Source: an optimization exercise on an open RTL-to-GDS flow (aim: a short achievable clock period and few clock cycles). Production flows keep margins and buffers that such runs may drop.
Only the layout flow was run in this run; the RTL was not checked for function there.

### design/flow/config.mk
export PLATFORM = sky130hd
export DESIGN_NAME = crc32_engine
export DESIGN_NICKNAME = crc32_engine
export VERILOG_FILES = /design/flow/design.v
export SDC_FILE = /design/flow/constraint.sdc
export NUM_CORES = 4
export LEC_CHECK = 0
export ABC_CLOCK_PERIOD_IN_PS = 1000
export CAP_MARGIN = 20
export CORE_MARGIN = 2
export CORE_UTILIZATION = 40
export SETUP_SLACK_MARGIN = 4.6
export SLEW_MARGIN = 20
export SYNTH_HIERARCHICAL = 1
export TNS_END_PERCENT = 100
### design/flow/constraint.sdc
create_clock -name core_clock -period 6.0 [get_ports {clk}]
set_input_delay 1.2000 -clock core_clock [delete_from_list [all_inputs] [get_ports {clk}]]
set_output_delay 1.2000 -clock core_clock [all_outputs]
set_load 0.01 [all_outputs]
### design/flow/design.v
module crc32_rom (
    input  wire [7:0]  idx,
    output wire [31:0] data
);
    assign data[0] = idx[2];
    assign data[1] = idx[0] ^ idx[3];
    assign data[2] = idx[0] ^ idx[1] ^ idx[4];
    assign data[3] = idx[1] ^ idx[2] ^ idx[5];
    assign data[4] = idx[0] ^ idx[2] ^ idx[3] ^ idx[6];
    assign data[5] = idx[1] ^ idx[3] ^ idx[4] ^ idx[7];
    assign data[6] = idx[4] ^ idx[5];
    assign data[7] = idx[0] ^ idx[5] ^ idx[6];
    assign data[8] = idx[1] ^ idx[6] ^ idx[7];
    assign data[9] = idx[7];
    assign data[10] = idx[2];
    assign data[11] = idx[3];
    assign data[12] = idx[0] ^ idx[4];
    assign data[13] = idx[0] ^ idx[1] ^ idx[5];
    assign data[14] = idx[1] ^ idx[2] ^ idx[6];
    assign data[15] = idx[2] ^ idx[3] ^ idx[7];
    assign data[16] = idx[0] ^ idx[2] ^ idx[3] ^ idx[4];
    assign data[17] = idx[0] ^ idx[1] ^ idx[3] ^ idx[4] ^ idx[5];
    assign data[18] = idx[0] ^ idx[1] ^ idx[2] ^ idx[4] ^ idx[5] ^ idx[6];
    assign data[19] = idx[1] ^ idx[2] ^ idx[3] ^ idx[5] ^ idx[6] ^ idx[7];
    assign data[20] = idx[3] ^ idx[4] ^ idx[6] ^ idx[7];
    assign data[21] = idx[2] ^ idx[4] ^ idx[5] ^ idx[7];
    assign data[22] = idx[2] ^ idx[3] ^ idx[5] ^ idx[6];
    assign data[23] = idx[3] ^ idx[4] ^ idx[6] ^ idx[7];
    assign data[24] = idx[0] ^ idx[2] ^ idx[4] ^ idx[5] ^ idx[7];
    assign data[25] = idx[0] ^ idx[1] ^ idx[2] ^ idx[3] ^ idx[5] ^ idx[6];
    assign data[26] = idx[0] ^ idx[1] ^ idx[2] ^ idx[3] ^ idx[4] ^ idx[6] ^ idx[7];
    assign data[27] = idx[1] ^ idx[3] ^ idx[4] ^ idx[5] ^ idx[7];
    assign data[28] = idx[0] ^ idx[4] ^ idx[5] ^ idx[6];
    assign data[29] = idx[0] ^ idx[1] ^ idx[5] ^ idx[6] ^ idx[7];
    assign data[30] = idx[0] ^ idx[1] ^ idx[6] ^ idx[7];
    assign data[31] = idx[1] ^ idx[7];
endmodule
module crc32_sel (
    input  wire       cmd_valid,
    input  wire       ready,
    input  wire [2:0] op,         
    input  wire       rst,
    input  wire       rst_q,
    input  wire       keep_q,
    input  wire       yf_q,
    input  wire       rt_q,
    input  wire       dres_q,
    output wire       upd,
    output wire       x_set,
    output wire       y_load,
    output wire       xy_keep,
    output wire       d_rds_x,
    output wire       d_fin_x,
    output wire       d_rds_y,
    output wire       d_fin_y,
    output wire       d_keep
);
    wire acc = cmd_valid & ready;
    wire rds = ~rst & acc & op[2] & ~op[1] & ~op[0];           
    wire fin = ~rst & acc & op[2] & ~op[1] &  op[0];           
    assign upd     = acc & op[1] & op[0];                      
    assign x_set   = (acc & ~op[2] & ~op[1] & op[0]) | rst_q;   
    assign y_load  = acc & op[1] & ~op[0];                     
    assign xy_keep = keep_q & ~(acc & (op[1] | (~op[2] & op[0])));
    assign d_rds_x = rds & ~yf_q;
    assign d_fin_x = fin & ~yf_q;
    assign d_rds_y = rds & yf_q;
    assign d_fin_y = fin & yf_q;
    assign d_keep  = ~rst & ~rt_q & ~dres_q & ~(acc & op[2] & ~op[1]);
endmodule
module crc32_ynext (
    input  wire [31:0] din,
    input  wire [31:0] r,
    input  wire [31:0] y,
    input  wire        load,
    input  wire        keep,
    output wire [31:0] y_d
);
    assign y_d = ({32{load}} & din) | r | ({32{keep}} & y);
endmodule
module crc32_engine (
    input  wire        clk,
    input  wire        rst,
    input  wire        cmd_valid,
    output wire        cmd_ready,
    input  wire [7:0]  cmd,
    input  wire [31:0] din,
    output wire [31:0] dout,
    output wire        err
);
    localparam [31:0] X_INIT = 32'h9226F562;
    reg [31:0] x_q;       
    reg [31:0] y_q;       
    reg [31:0] w_q;       
    reg [31:0] s_sv_q;    
    reg [31:0] d_sv_q;    
    reg [2:0]  fold_q;    
    reg        rst_q;     
    reg        keep_q;    
    reg        yf_q;      
    reg        sres_q;    
    reg        dres_q;    
    reg [31:0] dout_q;    
    reg        err_q;     
    reg        ready_q;   
    reg        rt_q;      
    reg [7:0]  idx_q;     
    wire zhi     = ~cmd[7] & ~cmd[3] & ~cmd[2];
    wire zlo     = ~cmd[1] & ~cmd[0];
    wire full    = cmd[1] & cmd[0];
    wire op_upd  = zhi & ~cmd[6] &  cmd[5] &  cmd[4];
    wire op_init = zhi & ~cmd[6] & ~cmd[5] &  cmd[4] & zlo;
    wire op_load = zhi & ~cmd[6] &  cmd[5] & ~cmd[4] & zlo;
    wire op_rds  = zhi &  cmd[6] & ~cmd[5] & ~cmd[4] & zlo;
    wire op_fin  = zhi &  cmd[6] & ~cmd[5] &  cmd[4] & zlo;
    wire op_rdt  = zhi &  cmd[6] &  cmd[5] & ~cmd[4] & zlo;
    wire op_nop  = zhi & ~cmd[6] & ~cmd[5] & ~cmd[4] & zlo;
    wire op_short = op_upd & ~full;
    wire fast    = (op_upd & full) | op_init | op_load | op_rds | op_fin | op_nop;
    wire legal   = fast | op_short | op_rdt;
    wire acc     = cmd_valid & ready_q;
    wire go      = acc & ~rst;
    wire upd, x_set, y_load, xy_keep, d_rds_x, d_fin_x, d_rds_y, d_fin_y, d_keep;
    crc32_sel u_sel (
        .cmd_valid(cmd_valid), .ready(ready_q), .op(cmd[6:4]), .rst(rst),
        .rst_q(rst_q), .keep_q(keep_q), .yf_q(yf_q), .rt_q(rt_q), .dres_q(dres_q),
        .upd(upd), .x_set(x_set), .y_load(y_load), .xy_keep(xy_keep),
        .d_rds_x(d_rds_x), .d_fin_x(d_fin_x), .d_rds_y(d_rds_y), .d_fin_y(d_fin_y),
        .d_keep(d_keep));
    wire [31:0] t4, c1, c2, c3;
    assign t4[0] = x_q[0] ^ x_q[1] ^ x_q[2] ^ x_q[3] ^ x_q[4] ^ x_q[6] ^ x_q[7] ^ x_q[8] ^ x_q[16] ^ x_q[20] ^ x_q[22] ^ x_q[23] ^ x_q[26];
    assign t4[1] = x_q[1] ^ x_q[2] ^ x_q[3] ^ x_q[4] ^ x_q[5] ^ x_q[7] ^ x_q[8] ^ x_q[9] ^ x_q[17] ^ x_q[21] ^ x_q[23] ^ x_q[24] ^ x_q[27];
    assign t4[2] = x_q[0] ^ x_q[2] ^ x_q[3] ^ x_q[4] ^ x_q[5] ^ x_q[6] ^ x_q[8] ^ x_q[9] ^ x_q[10] ^ x_q[18] ^ x_q[22] ^ x_q[24] ^ x_q[25] ^ x_q[28];
    assign t4[3] = x_q[1] ^ x_q[3] ^ x_q[4] ^ x_q[5] ^ x_q[6] ^ x_q[7] ^ x_q[9] ^ x_q[10] ^ x_q[11] ^ x_q[19] ^ x_q[23] ^ x_q[25] ^ x_q[26] ^ x_q[29];
    assign t4[4] = x_q[2] ^ x_q[4] ^ x_q[5] ^ x_q[6] ^ x_q[7] ^ x_q[8] ^ x_q[10] ^ x_q[11] ^ x_q[12] ^ x_q[20] ^ x_q[24] ^ x_q[26] ^ x_q[27] ^ x_q[30];
    assign t4[5] = x_q[0] ^ x_q[3] ^ x_q[5] ^ x_q[6] ^ x_q[7] ^ x_q[8] ^ x_q[9] ^ x_q[11] ^ x_q[12] ^ x_q[13] ^ x_q[21] ^ x_q[25] ^ x_q[27] ^ x_q[28] ^ x_q[31];
    assign t4[6] = x_q[0] ^ x_q[2] ^ x_q[3] ^ x_q[9] ^ x_q[10] ^ x_q[12] ^ x_q[13] ^ x_q[14] ^ x_q[16] ^ x_q[20] ^ x_q[23] ^ x_q[28] ^ x_q[29];
    assign t4[7] = x_q[1] ^ x_q[3] ^ x_q[4] ^ x_q[10] ^ x_q[11] ^ x_q[13] ^ x_q[14] ^ x_q[15] ^ x_q[17] ^ x_q[21] ^ x_q[24] ^ x_q[29] ^ x_q[30];
    assign t4[8] = x_q[0] ^ x_q[2] ^ x_q[4] ^ x_q[5] ^ x_q[11] ^ x_q[12] ^ x_q[14] ^ x_q[15] ^ x_q[16] ^ x_q[18] ^ x_q[22] ^ x_q[25] ^ x_q[30] ^ x_q[31];
    assign t4[9] = x_q[0] ^ x_q[2] ^ x_q[4] ^ x_q[5] ^ x_q[7] ^ x_q[8] ^ x_q[12] ^ x_q[13] ^ x_q[15] ^ x_q[17] ^ x_q[19] ^ x_q[20] ^ x_q[22] ^ x_q[31];
    assign t4[10] = x_q[0] ^ x_q[2] ^ x_q[4] ^ x_q[5] ^ x_q[7] ^ x_q[9] ^ x_q[13] ^ x_q[14] ^ x_q[18] ^ x_q[21] ^ x_q[22] ^ x_q[26];
    assign t4[11] = x_q[1] ^ x_q[3] ^ x_q[5] ^ x_q[6] ^ x_q[8] ^ x_q[10] ^ x_q[14] ^ x_q[15] ^ x_q[19] ^ x_q[22] ^ x_q[23] ^ x_q[27];
    assign t4[12] = x_q[2] ^ x_q[4] ^ x_q[6] ^ x_q[7] ^ x_q[9] ^ x_q[11] ^ x_q[15] ^ x_q[16] ^ x_q[20] ^ x_q[23] ^ x_q[24] ^ x_q[28];
    assign t4[13] = x_q[0] ^ x_q[3] ^ x_q[5] ^ x_q[7] ^ x_q[8] ^ x_q[10] ^ x_q[12] ^ x_q[16] ^ x_q[17] ^ x_q[21] ^ x_q[24] ^ x_q[25] ^ x_q[29];
    assign t4[14] = x_q[0] ^ x_q[1] ^ x_q[4] ^ x_q[6] ^ x_q[8] ^ x_q[9] ^ x_q[11] ^ x_q[13] ^ x_q[17] ^ x_q[18] ^ x_q[22] ^ x_q[25] ^ x_q[26] ^ x_q[30];
    assign t4[15] = x_q[1] ^ x_q[2] ^ x_q[5] ^ x_q[7] ^ x_q[9] ^ x_q[10] ^ x_q[12] ^ x_q[14] ^ x_q[18] ^ x_q[19] ^ x_q[23] ^ x_q[26] ^ x_q[27] ^ x_q[31];
    assign t4[16] = x_q[1] ^ x_q[4] ^ x_q[7] ^ x_q[10] ^ x_q[11] ^ x_q[13] ^ x_q[15] ^ x_q[16] ^ x_q[19] ^ x_q[22] ^ x_q[23] ^ x_q[24] ^ x_q[26] ^ x_q[27] ^ x_q[28];
    assign t4[17] = x_q[2] ^ x_q[5] ^ x_q[8] ^ x_q[11] ^ x_q[12] ^ x_q[14] ^ x_q[16] ^ x_q[17] ^ x_q[20] ^ x_q[23] ^ x_q[24] ^ x_q[25] ^ x_q[27] ^ x_q[28] ^ x_q[29];
    assign t4[18] = x_q[0] ^ x_q[3] ^ x_q[6] ^ x_q[9] ^ x_q[12] ^ x_q[13] ^ x_q[15] ^ x_q[17] ^ x_q[18] ^ x_q[21] ^ x_q[24] ^ x_q[25] ^ x_q[26] ^ x_q[28] ^ x_q[29] ^ x_q[30];
    assign t4[19] = x_q[0] ^ x_q[1] ^ x_q[4] ^ x_q[7] ^ x_q[10] ^ x_q[13] ^ x_q[14] ^ x_q[16] ^ x_q[18] ^ x_q[19] ^ x_q[22] ^ x_q[25] ^ x_q[26] ^ x_q[27] ^ x_q[29] ^ x_q[30] ^ x_q[31];
    assign t4[20] = x_q[0] ^ x_q[3] ^ x_q[4] ^ x_q[5] ^ x_q[6] ^ x_q[7] ^ x_q[11] ^ x_q[14] ^ x_q[15] ^ x_q[16] ^ x_q[17] ^ x_q[19] ^ x_q[22] ^ x_q[27] ^ x_q[28] ^ x_q[30] ^ x_q[31];
    assign t4[21] = x_q[0] ^ x_q[2] ^ x_q[3] ^ x_q[5] ^ x_q[12] ^ x_q[15] ^ x_q[17] ^ x_q[18] ^ x_q[22] ^ x_q[26] ^ x_q[28] ^ x_q[29] ^ x_q[31];
    assign t4[22] = x_q[2] ^ x_q[7] ^ x_q[8] ^ x_q[13] ^ x_q[18] ^ x_q[19] ^ x_q[20] ^ x_q[22] ^ x_q[26] ^ x_q[27] ^ x_q[29] ^ x_q[30];
    assign t4[23] = x_q[0] ^ x_q[3] ^ x_q[8] ^ x_q[9] ^ x_q[14] ^ x_q[19] ^ x_q[20] ^ x_q[21] ^ x_q[23] ^ x_q[27] ^ x_q[28] ^ x_q[30] ^ x_q[31];
    assign t4[24] = x_q[2] ^ x_q[3] ^ x_q[6] ^ x_q[7] ^ x_q[8] ^ x_q[9] ^ x_q[10] ^ x_q[15] ^ x_q[16] ^ x_q[21] ^ x_q[23] ^ x_q[24] ^ x_q[26] ^ x_q[28] ^ x_q[29] ^ x_q[31];
    assign t4[25] = x_q[1] ^ x_q[2] ^ x_q[6] ^ x_q[9] ^ x_q[10] ^ x_q[11] ^ x_q[17] ^ x_q[20] ^ x_q[23] ^ x_q[24] ^ x_q[25] ^ x_q[26] ^ x_q[27] ^ x_q[29] ^ x_q[30];
    assign t4[26] = x_q[2] ^ x_q[3] ^ x_q[7] ^ x_q[10] ^ x_q[11] ^ x_q[12] ^ x_q[18] ^ x_q[21] ^ x_q[24] ^ x_q[25] ^ x_q[26] ^ x_q[27] ^ x_q[28] ^ x_q[30] ^ x_q[31];
    assign t4[27] = x_q[0] ^ x_q[1] ^ x_q[2] ^ x_q[6] ^ x_q[7] ^ x_q[11] ^ x_q[12] ^ x_q[13] ^ x_q[16] ^ x_q[19] ^ x_q[20] ^ x_q[23] ^ x_q[25] ^ x_q[27] ^ x_q[28] ^ x_q[29] ^ x_q[31];
    assign t4[28] = x_q[0] ^ x_q[4] ^ x_q[6] ^ x_q[12] ^ x_q[13] ^ x_q[14] ^ x_q[16] ^ x_q[17] ^ x_q[21] ^ x_q[22] ^ x_q[23] ^ x_q[24] ^ x_q[28] ^ x_q[29] ^ x_q[30];
    assign t4[29] = x_q[0] ^ x_q[1] ^ x_q[5] ^ x_q[7] ^ x_q[13] ^ x_q[14] ^ x_q[15] ^ x_q[17] ^ x_q[18] ^ x_q[22] ^ x_q[23] ^ x_q[24] ^ x_q[25] ^ x_q[29] ^ x_q[30] ^ x_q[31];
    assign t4[30] = x_q[3] ^ x_q[4] ^ x_q[7] ^ x_q[14] ^ x_q[15] ^ x_q[18] ^ x_q[19] ^ x_q[20] ^ x_q[22] ^ x_q[24] ^ x_q[25] ^ x_q[30] ^ x_q[31];
    assign t4[31] = x_q[0] ^ x_q[1] ^ x_q[2] ^ x_q[3] ^ x_q[5] ^ x_q[6] ^ x_q[7] ^ x_q[15] ^ x_q[19] ^ x_q[21] ^ x_q[22] ^ x_q[25] ^ x_q[31];
    assign c1[0] = w_q[2] ^ w_q[8];
    assign c1[1] = w_q[0] ^ w_q[3] ^ w_q[9];
    assign c1[2] = w_q[0] ^ w_q[1] ^ w_q[4] ^ w_q[10];
    assign c1[3] = w_q[1] ^ w_q[2] ^ w_q[5] ^ w_q[11];
    assign c1[4] = w_q[0] ^ w_q[2] ^ w_q[3] ^ w_q[6] ^ w_q[12];
    assign c1[5] = w_q[1] ^ w_q[3] ^ w_q[4] ^ w_q[7] ^ w_q[13];
    assign c1[6] = w_q[4] ^ w_q[5] ^ w_q[14];
    assign c1[7] = w_q[0] ^ w_q[5] ^ w_q[6] ^ w_q[15];
    assign c1[8] = w_q[1] ^ w_q[6] ^ w_q[7] ^ w_q[16];
    assign c1[9] = w_q[7] ^ w_q[17];
    assign c1[10] = w_q[2] ^ w_q[18];
    assign c1[11] = w_q[3] ^ w_q[19];
    assign c1[12] = w_q[0] ^ w_q[4] ^ w_q[20];
    assign c1[13] = w_q[0] ^ w_q[1] ^ w_q[5] ^ w_q[21];
    assign c1[14] = w_q[1] ^ w_q[2] ^ w_q[6] ^ w_q[22];
    assign c1[15] = w_q[2] ^ w_q[3] ^ w_q[7] ^ w_q[23];
    assign c1[16] = w_q[0] ^ w_q[2] ^ w_q[3] ^ w_q[4] ^ w_q[24];
    assign c1[17] = w_q[0] ^ w_q[1] ^ w_q[3] ^ w_q[4] ^ w_q[5] ^ w_q[25];
    assign c1[18] = w_q[0] ^ w_q[1] ^ w_q[2] ^ w_q[4] ^ w_q[5] ^ w_q[6] ^ w_q[26];
    assign c1[19] = w_q[1] ^ w_q[2] ^ w_q[3] ^ w_q[5] ^ w_q[6] ^ w_q[7] ^ w_q[27];
    assign c1[20] = w_q[3] ^ w_q[4] ^ w_q[6] ^ w_q[7] ^ w_q[28];
    assign c1[21] = w_q[2] ^ w_q[4] ^ w_q[5] ^ w_q[7] ^ w_q[29];
    assign c1[22] = w_q[2] ^ w_q[3] ^ w_q[5] ^ w_q[6] ^ w_q[30];
    assign c1[23] = w_q[3] ^ w_q[4] ^ w_q[6] ^ w_q[7] ^ w_q[31];
    assign c1[24] = w_q[0] ^ w_q[2] ^ w_q[4] ^ w_q[5] ^ w_q[7];
    assign c1[25] = w_q[0] ^ w_q[1] ^ w_q[2] ^ w_q[3] ^ w_q[5] ^ w_q[6];
    assign c1[26] = w_q[0] ^ w_q[1] ^ w_q[2] ^ w_q[3] ^ w_q[4] ^ w_q[6] ^ w_q[7];
    assign c1[27] = w_q[1] ^ w_q[3] ^ w_q[4] ^ w_q[5] ^ w_q[7];
    assign c1[28] = w_q[0] ^ w_q[4] ^ w_q[5] ^ w_q[6];
    assign c1[29] = w_q[0] ^ w_q[1] ^ w_q[5] ^ w_q[6] ^ w_q[7];
    assign c1[30] = w_q[0] ^ w_q[1] ^ w_q[6] ^ w_q[7];
    assign c1[31] = w_q[1] ^ w_q[7];
    assign c2[0] = w_q[0] ^ w_q[4] ^ w_q[6] ^ w_q[7] ^ w_q[10] ^ w_q[16];
    assign c2[1] = w_q[1] ^ w_q[5] ^ w_q[7] ^ w_q[8] ^ w_q[11] ^ w_q[17];
    assign c2[2] = w_q[2] ^ w_q[6] ^ w_q[8] ^ w_q[9] ^ w_q[12] ^ w_q[18];
    assign c2[3] = w_q[3] ^ w_q[7] ^ w_q[9] ^ w_q[10] ^ w_q[13] ^ w_q[19];
    assign c2[4] = w_q[4] ^ w_q[8] ^ w_q[10] ^ w_q[11] ^ w_q[14] ^ w_q[20];
    assign c2[5] = w_q[5] ^ w_q[9] ^ w_q[11] ^ w_q[12] ^ w_q[15] ^ w_q[21];
    assign c2[6] = w_q[0] ^ w_q[4] ^ w_q[7] ^ w_q[12] ^ w_q[13] ^ w_q[22];
    assign c2[7] = w_q[1] ^ w_q[5] ^ w_q[8] ^ w_q[13] ^ w_q[14] ^ w_q[23];
    assign c2[8] = w_q[0] ^ w_q[2] ^ w_q[6] ^ w_q[9] ^ w_q[14] ^ w_q[15] ^ w_q[24];
    assign c2[9] = w_q[1] ^ w_q[3] ^ w_q[4] ^ w_q[6] ^ w_q[15] ^ w_q[25];
    assign c2[10] = w_q[2] ^ w_q[5] ^ w_q[6] ^ w_q[10] ^ w_q[26];
    assign c2[11] = w_q[3] ^ w_q[6] ^ w_q[7] ^ w_q[11] ^ w_q[27];
    assign c2[12] = w_q[0] ^ w_q[4] ^ w_q[7] ^ w_q[8] ^ w_q[12] ^ w_q[28];
    assign c2[13] = w_q[0] ^ w_q[1] ^ w_q[5] ^ w_q[8] ^ w_q[9] ^ w_q[13] ^ w_q[29];
    assign c2[14] = w_q[1] ^ w_q[2] ^ w_q[6] ^ w_q[9] ^ w_q[10] ^ w_q[14] ^ w_q[30];
    assign c2[15] = w_q[2] ^ w_q[3] ^ w_q[7] ^ w_q[10] ^ w_q[11] ^ w_q[15] ^ w_q[31];
    assign c2[16] = w_q[0] ^ w_q[3] ^ w_q[6] ^ w_q[7] ^ w_q[8] ^ w_q[10] ^ w_q[11] ^ w_q[12];
    assign c2[17] = w_q[0] ^ w_q[1] ^ w_q[4] ^ w_q[7] ^ w_q[8] ^ w_q[9] ^ w_q[11] ^ w_q[12] ^ w_q[13];
    assign c2[18] = w_q[1] ^ w_q[2] ^ w_q[5] ^ w_q[8] ^ w_q[9] ^ w_q[10] ^ w_q[12] ^ w_q[13] ^ w_q[14];
    assign c2[19] = w_q[0] ^ w_q[2] ^ w_q[3] ^ w_q[6] ^ w_q[9] ^ w_q[10] ^ w_q[11] ^ w_q[13] ^ w_q[14] ^ w_q[15];
    assign c2[20] = w_q[0] ^ w_q[1] ^ w_q[3] ^ w_q[6] ^ w_q[11] ^ w_q[12] ^ w_q[14] ^ w_q[15];
    assign c2[21] = w_q[1] ^ w_q[2] ^ w_q[6] ^ w_q[10] ^ w_q[12] ^ w_q[13] ^ w_q[15];
    assign c2[22] = w_q[2] ^ w_q[3] ^ w_q[4] ^ w_q[6] ^ w_q[10] ^ w_q[11] ^ w_q[13] ^ w_q[14];
    assign c2[23] = w_q[3] ^ w_q[4] ^ w_q[5] ^ w_q[7] ^ w_q[11] ^ w_q[12] ^ w_q[14] ^ w_q[15];
    assign c2[24] = w_q[0] ^ w_q[5] ^ w_q[7] ^ w_q[8] ^ w_q[10] ^ w_q[12] ^ w_q[13] ^ w_q[15];
    assign c2[25] = w_q[1] ^ w_q[4] ^ w_q[7] ^ w_q[8] ^ w_q[9] ^ w_q[10] ^ w_q[11] ^ w_q[13] ^ w_q[14];
    assign c2[26] = w_q[2] ^ w_q[5] ^ w_q[8] ^ w_q[9] ^ w_q[10] ^ w_q[11] ^ w_q[12] ^ w_q[14] ^ w_q[15];
    assign c2[27] = w_q[0] ^ w_q[3] ^ w_q[4] ^ w_q[7] ^ w_q[9] ^ w_q[11] ^ w_q[12] ^ w_q[13] ^ w_q[15];
    assign c2[28] = w_q[0] ^ w_q[1] ^ w_q[5] ^ w_q[6] ^ w_q[7] ^ w_q[8] ^ w_q[12] ^ w_q[13] ^ w_q[14];
    assign c2[29] = w_q[1] ^ w_q[2] ^ w_q[6] ^ w_q[7] ^ w_q[8] ^ w_q[9] ^ w_q[13] ^ w_q[14] ^ w_q[15];
    assign c2[30] = w_q[2] ^ w_q[3] ^ w_q[4] ^ w_q[6] ^ w_q[8] ^ w_q[9] ^ w_q[14] ^ w_q[15];
    assign c2[31] = w_q[3] ^ w_q[5] ^ w_q[6] ^ w_q[9] ^ w_q[15];
    assign c3[0] = w_q[0] ^ w_q[8] ^ w_q[12] ^ w_q[14] ^ w_q[15] ^ w_q[18] ^ w_q[24];
    assign c3[1] = w_q[0] ^ w_q[1] ^ w_q[9] ^ w_q[13] ^ w_q[15] ^ w_q[16] ^ w_q[19] ^ w_q[25];
    assign c3[2] = w_q[0] ^ w_q[1] ^ w_q[2] ^ w_q[10] ^ w_q[14] ^ w_q[16] ^ w_q[17] ^ w_q[20] ^ w_q[26];
    assign c3[3] = w_q[1] ^ w_q[2] ^ w_q[3] ^ w_q[11] ^ w_q[15] ^ w_q[17] ^ w_q[18] ^ w_q[21] ^ w_q[27];
    assign c3[4] = w_q[0] ^ w_q[2] ^ w_q[3] ^ w_q[4] ^ w_q[12] ^ w_q[16] ^ w_q[18] ^ w_q[19] ^ w_q[22] ^ w_q[28];
    assign c3[5] = w_q[0] ^ w_q[1] ^ w_q[3] ^ w_q[4] ^ w_q[5] ^ w_q[13] ^ w_q[17] ^ w_q[19] ^ w_q[20] ^ w_q[23] ^ w_q[29];
    assign c3[6] = w_q[1] ^ w_q[2] ^ w_q[4] ^ w_q[5] ^ w_q[6] ^ w_q[8] ^ w_q[12] ^ w_q[15] ^ w_q[20] ^ w_q[21] ^ w_q[30];
    assign c3[7] = w_q[2] ^ w_q[3] ^ w_q[5] ^ w_q[6] ^ w_q[7] ^ w_q[9] ^ w_q[13] ^ w_q[16] ^ w_q[21] ^ w_q[22] ^ w_q[31];
    assign c3[8] = w_q[3] ^ w_q[4] ^ w_q[6] ^ w_q[7] ^ w_q[8] ^ w_q[10] ^ w_q[14] ^ w_q[17] ^ w_q[22] ^ w_q[23];
    assign c3[9] = w_q[0] ^ w_q[4] ^ w_q[5] ^ w_q[7] ^ w_q[9] ^ w_q[11] ^ w_q[12] ^ w_q[14] ^ w_q[23];
    assign c3[10] = w_q[1] ^ w_q[5] ^ w_q[6] ^ w_q[10] ^ w_q[13] ^ w_q[14] ^ w_q[18];
    assign c3[11] = w_q[0] ^ w_q[2] ^ w_q[6] ^ w_q[7] ^ w_q[11] ^ w_q[14] ^ w_q[15] ^ w_q[19];
    assign c3[12] = w_q[1] ^ w_q[3] ^ w_q[7] ^ w_q[8] ^ w_q[12] ^ w_q[15] ^ w_q[16] ^ w_q[20];
    assign c3[13] = w_q[0] ^ w_q[2] ^ w_q[4] ^ w_q[8] ^ w_q[9] ^ w_q[13] ^ w_q[16] ^ w_q[17] ^ w_q[21];
    assign c3[14] = w_q[0] ^ w_q[1] ^ w_q[3] ^ w_q[5] ^ w_q[9] ^ w_q[10] ^ w_q[14] ^ w_q[17] ^ w_q[18] ^ w_q[22];
    assign c3[15] = w_q[1] ^ w_q[2] ^ w_q[4] ^ w_q[6] ^ w_q[10] ^ w_q[11] ^ w_q[15] ^ w_q[18] ^ w_q[19] ^ w_q[23];
    assign c3[16] = w_q[2] ^ w_q[3] ^ w_q[5] ^ w_q[7] ^ w_q[8] ^ w_q[11] ^ w_q[14] ^ w_q[15] ^ w_q[16] ^ w_q[18] ^ w_q[19] ^ w_q[20];
    assign c3[17] = w_q[0] ^ w_q[3] ^ w_q[4] ^ w_q[6] ^ w_q[8] ^ w_q[9] ^ w_q[12] ^ w_q[15] ^ w_q[16] ^ w_q[17] ^ w_q[19] ^ w_q[20] ^ w_q[21];
    assign c3[18] = w_q[1] ^ w_q[4] ^ w_q[5] ^ w_q[7] ^ w_q[9] ^ w_q[10] ^ w_q[13] ^ w_q[16] ^ w_q[17] ^ w_q[18] ^ w_q[20] ^ w_q[21] ^ w_q[22];
    assign c3[19] = w_q[2] ^ w_q[5] ^ w_q[6] ^ w_q[8] ^ w_q[10] ^ w_q[11] ^ w_q[14] ^ w_q[17] ^ w_q[18] ^ w_q[19] ^ w_q[21] ^ w_q[22] ^ w_q[23];
    assign c3[20] = w_q[3] ^ w_q[6] ^ w_q[7] ^ w_q[8] ^ w_q[9] ^ w_q[11] ^ w_q[14] ^ w_q[19] ^ w_q[20] ^ w_q[22] ^ w_q[23];
    assign c3[21] = w_q[4] ^ w_q[7] ^ w_q[9] ^ w_q[10] ^ w_q[14] ^ w_q[18] ^ w_q[20] ^ w_q[21] ^ w_q[23];
    assign c3[22] = w_q[0] ^ w_q[5] ^ w_q[10] ^ w_q[11] ^ w_q[12] ^ w_q[14] ^ w_q[18] ^ w_q[19] ^ w_q[21] ^ w_q[22];
    assign c3[23] = w_q[0] ^ w_q[1] ^ w_q[6] ^ w_q[11] ^ w_q[12] ^ w_q[13] ^ w_q[15] ^ w_q[19] ^ w_q[20] ^ w_q[22] ^ w_q[23];
    assign c3[24] = w_q[0] ^ w_q[1] ^ w_q[2] ^ w_q[7] ^ w_q[8] ^ w_q[13] ^ w_q[15] ^ w_q[16] ^ w_q[18] ^ w_q[20] ^ w_q[21] ^ w_q[23];
    assign c3[25] = w_q[1] ^ w_q[2] ^ w_q[3] ^ w_q[9] ^ w_q[12] ^ w_q[15] ^ w_q[16] ^ w_q[17] ^ w_q[18] ^ w_q[19] ^ w_q[21] ^ w_q[22];
    assign c3[26] = w_q[2] ^ w_q[3] ^ w_q[4] ^ w_q[10] ^ w_q[13] ^ w_q[16] ^ w_q[17] ^ w_q[18] ^ w_q[19] ^ w_q[20] ^ w_q[22] ^ w_q[23];
    assign c3[27] = w_q[3] ^ w_q[4] ^ w_q[5] ^ w_q[8] ^ w_q[11] ^ w_q[12] ^ w_q[15] ^ w_q[17] ^ w_q[19] ^ w_q[20] ^ w_q[21] ^ w_q[23];
    assign c3[28] = w_q[4] ^ w_q[5] ^ w_q[6] ^ w_q[8] ^ w_q[9] ^ w_q[13] ^ w_q[14] ^ w_q[15] ^ w_q[16] ^ w_q[20] ^ w_q[21] ^ w_q[22];
    assign c3[29] = w_q[5] ^ w_q[6] ^ w_q[7] ^ w_q[9] ^ w_q[10] ^ w_q[14] ^ w_q[15] ^ w_q[16] ^ w_q[17] ^ w_q[21] ^ w_q[22] ^ w_q[23];
    assign c3[30] = w_q[6] ^ w_q[7] ^ w_q[10] ^ w_q[11] ^ w_q[12] ^ w_q[14] ^ w_q[16] ^ w_q[17] ^ w_q[22] ^ w_q[23];
    assign c3[31] = w_q[7] ^ w_q[11] ^ w_q[13] ^ w_q[14] ^ w_q[17] ^ w_q[23];
    wire [31:0] s_cur = t4 ^ y_q;
    wire [31:0] dmask = din & {{8{cmd[1] & cmd[0]}}, {8{cmd[1]}},
                               {8{cmd[1] | cmd[0]}}, 8'hFF};
    wire [31:0] s_in  = t4 ^ (y_q ^ dmask);
    wire [31:0] y_r = ({32{fold_q[0]}} & c1) | ({32{fold_q[1]}} & c2) |
                      ({32{fold_q[2]}} & c3) | ({32{sres_q}} & s_sv_q);
    wire [31:0] y_d;
    crc32_ynext u_yn (.din(din), .r(y_r), .y(y_q), .load(y_load), .keep(xy_keep), .y_d(y_d));
    wire [31:0] t_rd;
    crc32_rom u_rom (.idx(idx_q), .data(t_rd));
    always @(posedge clk) begin
        idx_q   <= din[7:0];
        w_q     <= s_in;
        s_sv_q  <= s_cur;
        d_sv_q  <= dout_q;
        rst_q   <= rst;
        keep_q  <= ~rst & ~(acc & ~fast);
        sres_q  <= go & ~(fast | op_short);
        dres_q  <= go & ~legal;
        fold_q  <= {3{go & op_short}} &
                   {cmd[1:0] == 2'd2, cmd[1:0] == 2'd1, cmd[1:0] == 2'd0};
        x_q     <= ({32{upd}} & s_in) | ({32{x_set}} & X_INIT) | ({32{xy_keep}} & x_q);
        y_q     <= y_d;
        yf_q    <= y_load | (|fold_q) | sres_q | (yf_q & xy_keep);
        dout_q  <= ({32{d_rds_x}} & t4) | ({32{d_fin_x}} & ~t4) |
                   ({32{d_rds_y}} & y_q) | ({32{d_fin_y}} & ~y_q) |
                   ({32{~rst & rt_q}} & t_rd) | ({32{~rst & dres_q}} & d_sv_q) | ({32{d_keep}} & dout_q);
        err_q   <= ~rst & (err_q | (go & ~legal));
        ready_q <= ~rst & ~(go & ~fast);
        rt_q    <= go & op_rdt;
    end
    assign cmd_ready = ready_q;
    assign dout      = dout_q;
    assign err       = err_q;
endmodule
### design/flow/flow/run.sh
#!/bin/bash
# Standard layout (the standard.sh, which runs the standard synthesis
# script), with more slow cells kept out of synthesis and repair: three-input
# XORs, high-stack OR/NOR/AND-OR cells and the like. Registers are untouched
# (flip-flops are mapped before ABC and none of them is in the list).
set -euo pipefail
PL=$(cat flow/platform_dont_use.txt)
EXTRA=$(cat flow/extra_dont_use.txt)
bash standard.sh "DONT_USE_CELLS=$PL $EXTRA" finish > standard.log 2>&1
### design/flow/flow/extra_dont_use.txt
sky130_fd_sc_hd__a2111o_1 sky130_fd_sc_hd__a2111o_2 sky130_fd_sc_hd__a2111o_4 sky130_fd_sc_hd__a2111oi_0 sky130_fd_sc_hd__a2111oi_1 sky130_fd_sc_hd__a2111oi_2 sky130_fd_sc_hd__a2111oi_4 sky130_fd_sc_hd__a222oi_1 sky130_fd_sc_hd__a41o_1 sky130_fd_sc_hd__a41o_2 sky130_fd_sc_hd__a41o_4 sky130_fd_sc_hd__a41oi_1 sky130_fd_sc_hd__a41oi_2 sky130_fd_sc_hd__a41oi_4 sky130_fd_sc_hd__nor4_1 sky130_fd_sc_hd__nor4_2 sky130_fd_sc_hd__nor4_4 sky130_fd_sc_hd__nor4b_1 sky130_fd_sc_hd__nor4b_2 sky130_fd_sc_hd__nor4b_4 sky130_fd_sc_hd__nor4bb_1 sky130_fd_sc_hd__nor4bb_2 sky130_fd_sc_hd__nor4bb_4 sky130_fd_sc_hd__o2111a_1 sky130_fd_sc_hd__o2111a_2 sky130_fd_sc_hd__o2111a_4 sky130_fd_sc_hd__o2111ai_1 sky130_fd_sc_hd__o2111ai_2 sky130_fd_sc_hd__o2111ai_4 sky130_fd_sc_hd__o41a_1 sky130_fd_sc_hd__o41a_2 sky130_fd_sc_hd__o41a_4 sky130_fd_sc_hd__o41ai_1 sky130_fd_sc_hd__o41ai_2 sky130_fd_sc_hd__o41ai_4 sky130_fd_sc_hd__or3_1 sky130_fd_sc_hd__or3_2 sky130_fd_sc_hd__or3_4 sky130_fd_sc_hd__or3b_1 sky130_fd_sc_hd__or3b_2 sky130_fd_sc_hd__or3b_4 sky130_fd_sc_hd__or4_1 sky130_fd_sc_hd__or4_2 sky130_fd_sc_hd__or4_4 sky130_fd_sc_hd__or4b_1 sky130_fd_sc_hd__or4b_2 sky130_fd_sc_hd__or4b_4 sky130_fd_sc_hd__or4bb_1 sky130_fd_sc_hd__or4bb_2 sky130_fd_sc_hd__or4bb_4 sky130_fd_sc_hd__xnor3_1 sky130_fd_sc_hd__xnor3_2 sky130_fd_sc_hd__xnor3_4 sky130_fd_sc_hd__xor3_1 sky130_fd_sc_hd__xor3_2 sky130_fd_sc_hd__xor3_4  sky130_fd_sc_hd__a211oi_1 sky130_fd_sc_hd__a211oi_2 sky130_fd_sc_hd__a211oi_4 sky130_fd_sc_hd__a221o_1 sky130_fd_sc_hd__a221o_2 sky130_fd_sc_hd__a221o_4 sky130_fd_sc_hd__a221oi_1 sky130_fd_sc_hd__a221oi_2 sky130_fd_sc_hd__a221oi_4 sky130_fd_sc_hd__a311o_1 sky130_fd_sc_hd__a311o_2 sky130_fd_sc_hd__a311o_4 sky130_fd_sc_hd__a311oi_1 sky130_fd_sc_hd__a311oi_2 sky130_fd_sc_hd__a311oi_4 sky130_fd_sc_hd__a32o_1 sky130_fd_sc_hd__a32o_2 sky130_fd_sc_hd__a32o_4 sky130_fd_sc_hd__a32oi_1 sky130_fd_sc_hd__a32oi_2 sky130_fd_sc_hd__a32oi_4 sky130_fd_sc_hd__and4_1 sky130_fd_sc_hd__and4_2 sky130_fd_sc_hd__and4_4 sky130_fd_sc_hd__and4b_1 sky130_fd_sc_hd__and4b_2 sky130_fd_sc_hd__and4b_4 sky130_fd_sc_hd__and4bb_1 sky130_fd_sc_hd__and4bb_2 sky130_fd_sc_hd__and4bb_4 sky130_fd_sc_hd__mux4_1 sky130_fd_sc_hd__mux4_2 sky130_fd_sc_hd__mux4_4 sky130_fd_sc_hd__nand4_1 sky130_fd_sc_hd__nand4_2 sky130_fd_sc_hd__nand4_4 sky130_fd_sc_hd__nand4b_1 sky130_fd_sc_hd__nand4b_2 sky130_fd_sc_hd__nand4b_4 sky130_fd_sc_hd__nand4bb_1 sky130_fd_sc_hd__nand4bb_2 sky130_fd_sc_hd__nand4bb_4 sky130_fd_sc_hd__nor3_1 sky130_fd_sc_hd__nor3_2 sky130_fd_sc_hd__nor3_4 sky130_fd_sc_hd__nor3b_1 sky130_fd_sc_hd__nor3b_2 sky130_fd_sc_hd__nor3b_4 sky130_fd_sc_hd__o211ai_1 sky130_fd_sc_hd__o211ai_2 sky130_fd_sc_hd__o211ai_4 sky130_fd_sc_hd__o221a_1 sky130_fd_sc_hd__o221a_2 sky130_fd_sc_hd__o221a_4 sky130_fd_sc_hd__o221ai_1 sky130_fd_sc_hd__o221ai_2 sky130_fd_sc_hd__o221ai_4 sky130_fd_sc_hd__o311a_1 sky130_fd_sc_hd__o311a_2 sky130_fd_sc_hd__o311a_4 sky130_fd_sc_hd__o311ai_0 sky130_fd_sc_hd__o311ai_1 sky130_fd_sc_hd__o311ai_2 sky130_fd_sc_hd__o311ai_4 sky130_fd_sc_hd__o32a_1 sky130_fd_sc_hd__o32a_2 sky130_fd_sc_hd__o32a_4 sky130_fd_sc_hd__o32ai_1 sky130_fd_sc_hd__o32ai_2 sky130_fd_sc_hd__o32ai_4 
### design/flow/flow/platform_dont_use.txt
sky130_fd_sc_hd__lpflow_bleeder_1 sky130_fd_sc_hd__lpflow_clkbufkapwr_1 sky130_fd_sc_hd__lpflow_clkbufkapwr_16 sky130_fd_sc_hd__lpflow_clkbufkapwr_2 sky130_fd_sc_hd__lpflow_clkbufkapwr_4 sky130_fd_sc_hd__lpflow_clkbufkapwr_8 sky130_fd_sc_hd__lpflow_clkinvkapwr_1 sky130_fd_sc_hd__lpflow_clkinvkapwr_16 sky130_fd_sc_hd__lpflow_clkinvkapwr_2 sky130_fd_sc_hd__lpflow_clkinvkapwr_4 sky130_fd_sc_hd__lpflow_clkinvkapwr_8 sky130_fd_sc_hd__lpflow_decapkapwr_12 sky130_fd_sc_hd__lpflow_decapkapwr_3 sky130_fd_sc_hd__lpflow_decapkapwr_4 sky130_fd_sc_hd__lpflow_decapkapwr_6 sky130_fd_sc_hd__lpflow_decapkapwr_8 sky130_fd_sc_hd__lpflow_inputiso0n_1 sky130_fd_sc_hd__lpflow_inputiso0p_1 sky130_fd_sc_hd__lpflow_inputiso1n_1 sky130_fd_sc_hd__lpflow_inputiso1p_1 sky130_fd_sc_hd__lpflow_inputisolatch_1 sky130_fd_sc_hd__lpflow_isobufsrc_1 sky130_fd_sc_hd__lpflow_isobufsrc_16 sky130_fd_sc_hd__lpflow_isobufsrc_2 sky130_fd_sc_hd__lpflow_isobufsrc_4 sky130_fd_sc_hd__lpflow_isobufsrc_8 sky130_fd_sc_hd__lpflow_isobufsrckapwr_16 sky130_fd_sc_hd__lpflow_lsbuf_lh_hl_isowell_tap_1 sky130_fd_sc_hd__lpflow_lsbuf_lh_hl_isowell_tap_2 sky130_fd_sc_hd__lpflow_lsbuf_lh_hl_isowell_tap_4 sky130_fd_sc_hd__lpflow_lsbuf_lh_isowell_4 sky130_fd_sc_hd__lpflow_lsbuf_lh_isowell_tap_1 sky130_fd_sc_hd__lpflow_lsbuf_lh_isowell_tap_2 sky130_fd_sc_hd__lpflow_lsbuf_lh_isowell_tap_4 sky130_fd_sc_hd__probe_p_8 sky130_fd_sc_hd__probec_p_8 
### design/flow/standard.sh
#!/bin/bash
# synth_recipe.tcl (not shown) runs the flow's synth.tcl, then flattens the netlist and writes it again
# the make line also repeats each setting of config.mk as NAME=value (left out here)
make -C /OpenROAD-flow-scripts/flow DESIGN_CONFIG=/design/flow/config.mk WORK_HOME=/design/flow/orfs CLKGATE_MAP_FILE= SYNTH_SCRIPT=/design/flow/synth_recipe.tcl "${@:-finish}"
==> implementation parameters <==
Parameter                              Value

Synthesis
  Post-synth top area cell    sky130_fd_sc_hd__xnor2_1
  Synth Register Bits    211
  Most numerous cell types in the synthesized netlist    sky130_fd_sc_hd__xnor2_1, sky130_fd_sc_hd__dfxtp_1, sky130_fd_sc_hd__nand2_1
  Ranking of synthesized cells by area    sky130_fd_sc_hd__xnor2_1, sky130_fd_sc_hd__dfxtp_1, sky130_fd_sc_hd__xor2_1
  Top-count cell post-synth    sky130_fd_sc_hd__xnor2_1
  Count of synthesis-stage warnings from yosys    7
  Number of flops mapped to enable cells by yosys    0
  Average size of a mapped cell    9.23 sq um
  Portion of the post-synthesis area used by sequential elements    0.299
  Area share of the largest cell type after synthesis    0.321
  Mapped Nets    1571
  Top_reg_cell synth    sky130_fd_sc_hd__dfxtp_1
  Cells after synthesis    1528
  Area of the mapped netlist    0.0141 sq mm
  Post-synth cell types    42
  Async SR Flop Fraction    0

Floorplanning
  Overall die area    0.0368 sq mm
  Core region area    0.0346 sq mm
  Starting utilization of the core area    0.407
  Die Span X    192 microns
  Io pins    77
  Standard-cell rows    68
  Die Y    192 microns

STA
  Transition time of the tightest slew-check pin    872 ps
  Setup TNS    0 ps
  Final setup violation count    0
  Peak Freq    0.375 GHz
  Unrepaired setup endpoints after global routing    yes
  Post-layout minimum cycle time    2670 ps
  Max_slew headroom    0.416
  Max-slew violation count    0
  Portion of the clock cycle consumed by the worst path in the final layout    0.445
  Worst Hold Margin    375 ps
  Skew final    49.4 ps
  Number of failing hold endpoints at the final stage    0

Global route
  Met2 track utilization from global routing    0.597
  Routing usage on met3    0.0778
  Number of antenna violations at the first check in global routing    0
  Vias in the first global route    14400
  Global-route wire length before repair    97.8 mm
  Gr busiest metal    met2
  Largest net degree at the start of global routing    34
  Total gr overflow    0
  Global routing usage on met1    0.443
  GRT Overall Usage    0.370

Drt
  Routed Antenna Nets    0
  Routed length per instance    35.4 microns
  Remaining routing DRC violations    0
  Via count of the routed design    15800
  Initial detailed-routing violation count    2440
  Via count normalized by instance count    6.38
  DRT Wirelength    87.4 mm
  Drt first pass iters    8

CTS
  Clock net sink count    211
  Clock slew seen by the registers of the worst setup and hold paths    60 ps
  Clk Tree Root Cell    sky130_fd_sc_hd__clkbuf_16
  Clock insertion delay at the later pin of the skew report    570 ps
  TritonCTS clock tree    yes
  # H-tree levels    1
  Number of buffers added by the clock tree synthesis step    25
  Clock Tree Buf Depth    3

Status
  Status  no timing/DRC/antenna violations

Worst hold path
  Worst min-delay path class    reg -> reg

Critical path
  Critical path start-end classification    reg -> reg
  Biggest fanout along the worst timing path    3
  Max stage delay cell, worst path    sky130_fd_sc_hd__xnor2_2
  Worst Path Required    6410 ps
  Buffers and inverters on the worst path    3
  Delay of the slowest critical-path stage    700 ps
  Cell family with the largest share of critical-path delay    XOR/XNOR gates
  Type of element capturing the critical path    register
  Category of the worst setup path launch point    register
  Worst endpoint data arrival time    3080 ps
  Crit-path cells    buf_12 -> xnor2_4 -> buf_4 -> buf_4 -> xor2_1 -> xnor2_2 -> xnor2_4 -> o21ai_2 -> a21oi_2 -> nand2_1

Cells and area
  Layout cells sized above 1    0.643
  Final nets    2038
  Signed area change from the synthesized netlist to the final layout    93.4%

Placement
  HPWL reported at the end of detailed placement    38.2 mm
  Placer Congestion    0.936
  IO buf count    76

Run
  Max Cap Viol    0
-- sequential cells by signal, summed over array words and instances (netlist names) --
signal / flops
idx_q: 8
dres_q: 1
x_q: 32
d_sv_q: 32
ready_q: 1
s_sv_q: 32
err_q: 1
sres_q: 1
yf_q: 1
fold_q: 3
rst_q: 1
rt_q: 1
w_q: 32
y_q: 32
dout_q: 32
keep_q: 1
-- through the flow --
stage	worst slack (ps)	cell area [sq um]	std cells	utilization
floorplan	3720	15800	1528	-
global placement	2250	16400	1950	0.472
detailed placement	2220	16400	1950	0.472
CTS	3790	24300	2338	0.702
global route	3380	27300	2467	0.788
finish	3330	27300	2469	0.788
-- placed cells by master (no fill, tap or decap), types with 31 or more instances in the layout --
cell,n
sky130_fd_sc_hd__a21oi_1,44
sky130_fd_sc_hd__a21oi_2,68
sky130_fd_sc_hd__a22oi_1,34
sky130_fd_sc_hd__buf_12,70
sky130_fd_sc_hd__buf_4,228
sky130_fd_sc_hd__buf_6,196
sky130_fd_sc_hd__dfxtp_1,119
sky130_fd_sc_hd__dfxtp_2,39
sky130_fd_sc_hd__dfxtp_4,53
sky130_fd_sc_hd__mux2_4,31
sky130_fd_sc_hd__nand2_1,114
sky130_fd_sc_hd__nand3_1,34
sky130_fd_sc_hd__xnor2_1,172
sky130_fd_sc_hd__xnor2_2,209
sky130_fd_sc_hd__xnor2_4,181
sky130_fd_sc_hd__xor2_1,53
sky130_fd_sc_hd__xor2_2,34
-- worst register-to-register path: cells and delay by family, from the launching register on --
family / cells / cell delay (ps)
buf+inv: 3 / 480
flops: 1 / 370
compound gates: 2 / 330
xor+xnor: 4 / 1250
simple gates: 1 / 80
-- cell type report --
class                           instances  area (sq um)
Sequential cell                       211          4470
Timing Repair inverter                  2          15.0
Inverter                                6          41.3
Clock buffer                           35           723
Fill cell                            1557          7340
Clock inverter                          9          80.1
Timing Repair Buffer                  547          5950
Multi-Input combinational cell       1202         15400
Antenna cell                            2          5.00
Tap cell                              455           569
-- metal layers --
layer,part of all wire,routed length (microns)
met3,0.13,11400
met1,0.33,28400
met4,0.12,10200
met2,0.43,37200
met5,0.0017,146
-- cell families after synthesis --
kind of cell | synth area share
buf+inv | 0.0411
compound gates | 0.0997
mux | 0.0490
simple gates | 0.0664
flops | 0.299
xor+xnor | 0.444
-- final timing paths --
path | startpoint | endpoint | slack (ps) | cells after the start
max | w_q[9] | y_q[20] | 3330 | 10
min reg2reg | dout_q[27] | d_sv_q[27] | 370 | 0
max reg2reg | w_q[9] | y_q[20] | 3330 | 10
min | dout_q[27] | d_sv_q[27] | 370 | 0
-- modules after synthesis, one instance, submodules excluded --
module / cells / cell area, sq um
crc32_rom: 51 / 460
crc32_sel: 19 / 125
crc32_engine: 1356 / 13100
crc32_ynext: 102 / 449
-- what timing repair did --
action / in CTS / in global routing
hold buffers: 0 / 0
cloned: 14 / 1
setup buffers: 330 / 128
endpoints found under the hold margin: 0 / 0
pin swaps: 292 / 232
resized for setup: 921 / 276
endpoints found under the setup margin: 210 / 205

==> what the ideal ports hide <==
The flow's constraints put no driver on any port. The routed layout listed below was extracted and timed again, unchanged, in two steps. Step 1 assumes that a clkbuf_16 drives the clock port and a buf_2 every other input. Step 2 times the ports against the registers' clock, not the clock port: input delays grow and output delays shrink by t, the midpoint of the rising clock arrivals with the driver on. Slacks: ideal / step 1 / step 2; pairs: ideal / step 1.
t, ns: 0.594
setup slack, ns: 3.332 / 3.332 / 3.244
hold WS [ns]: 0.375 / 0.375 / 0.375
worst register clock-pin slew, ns: 0.07 / 0.07
After both steps this run still meets setup and hold. For this run, drivers alone change the setup slack by 0.000 ns; drivers and shift together by -0.088 ns.
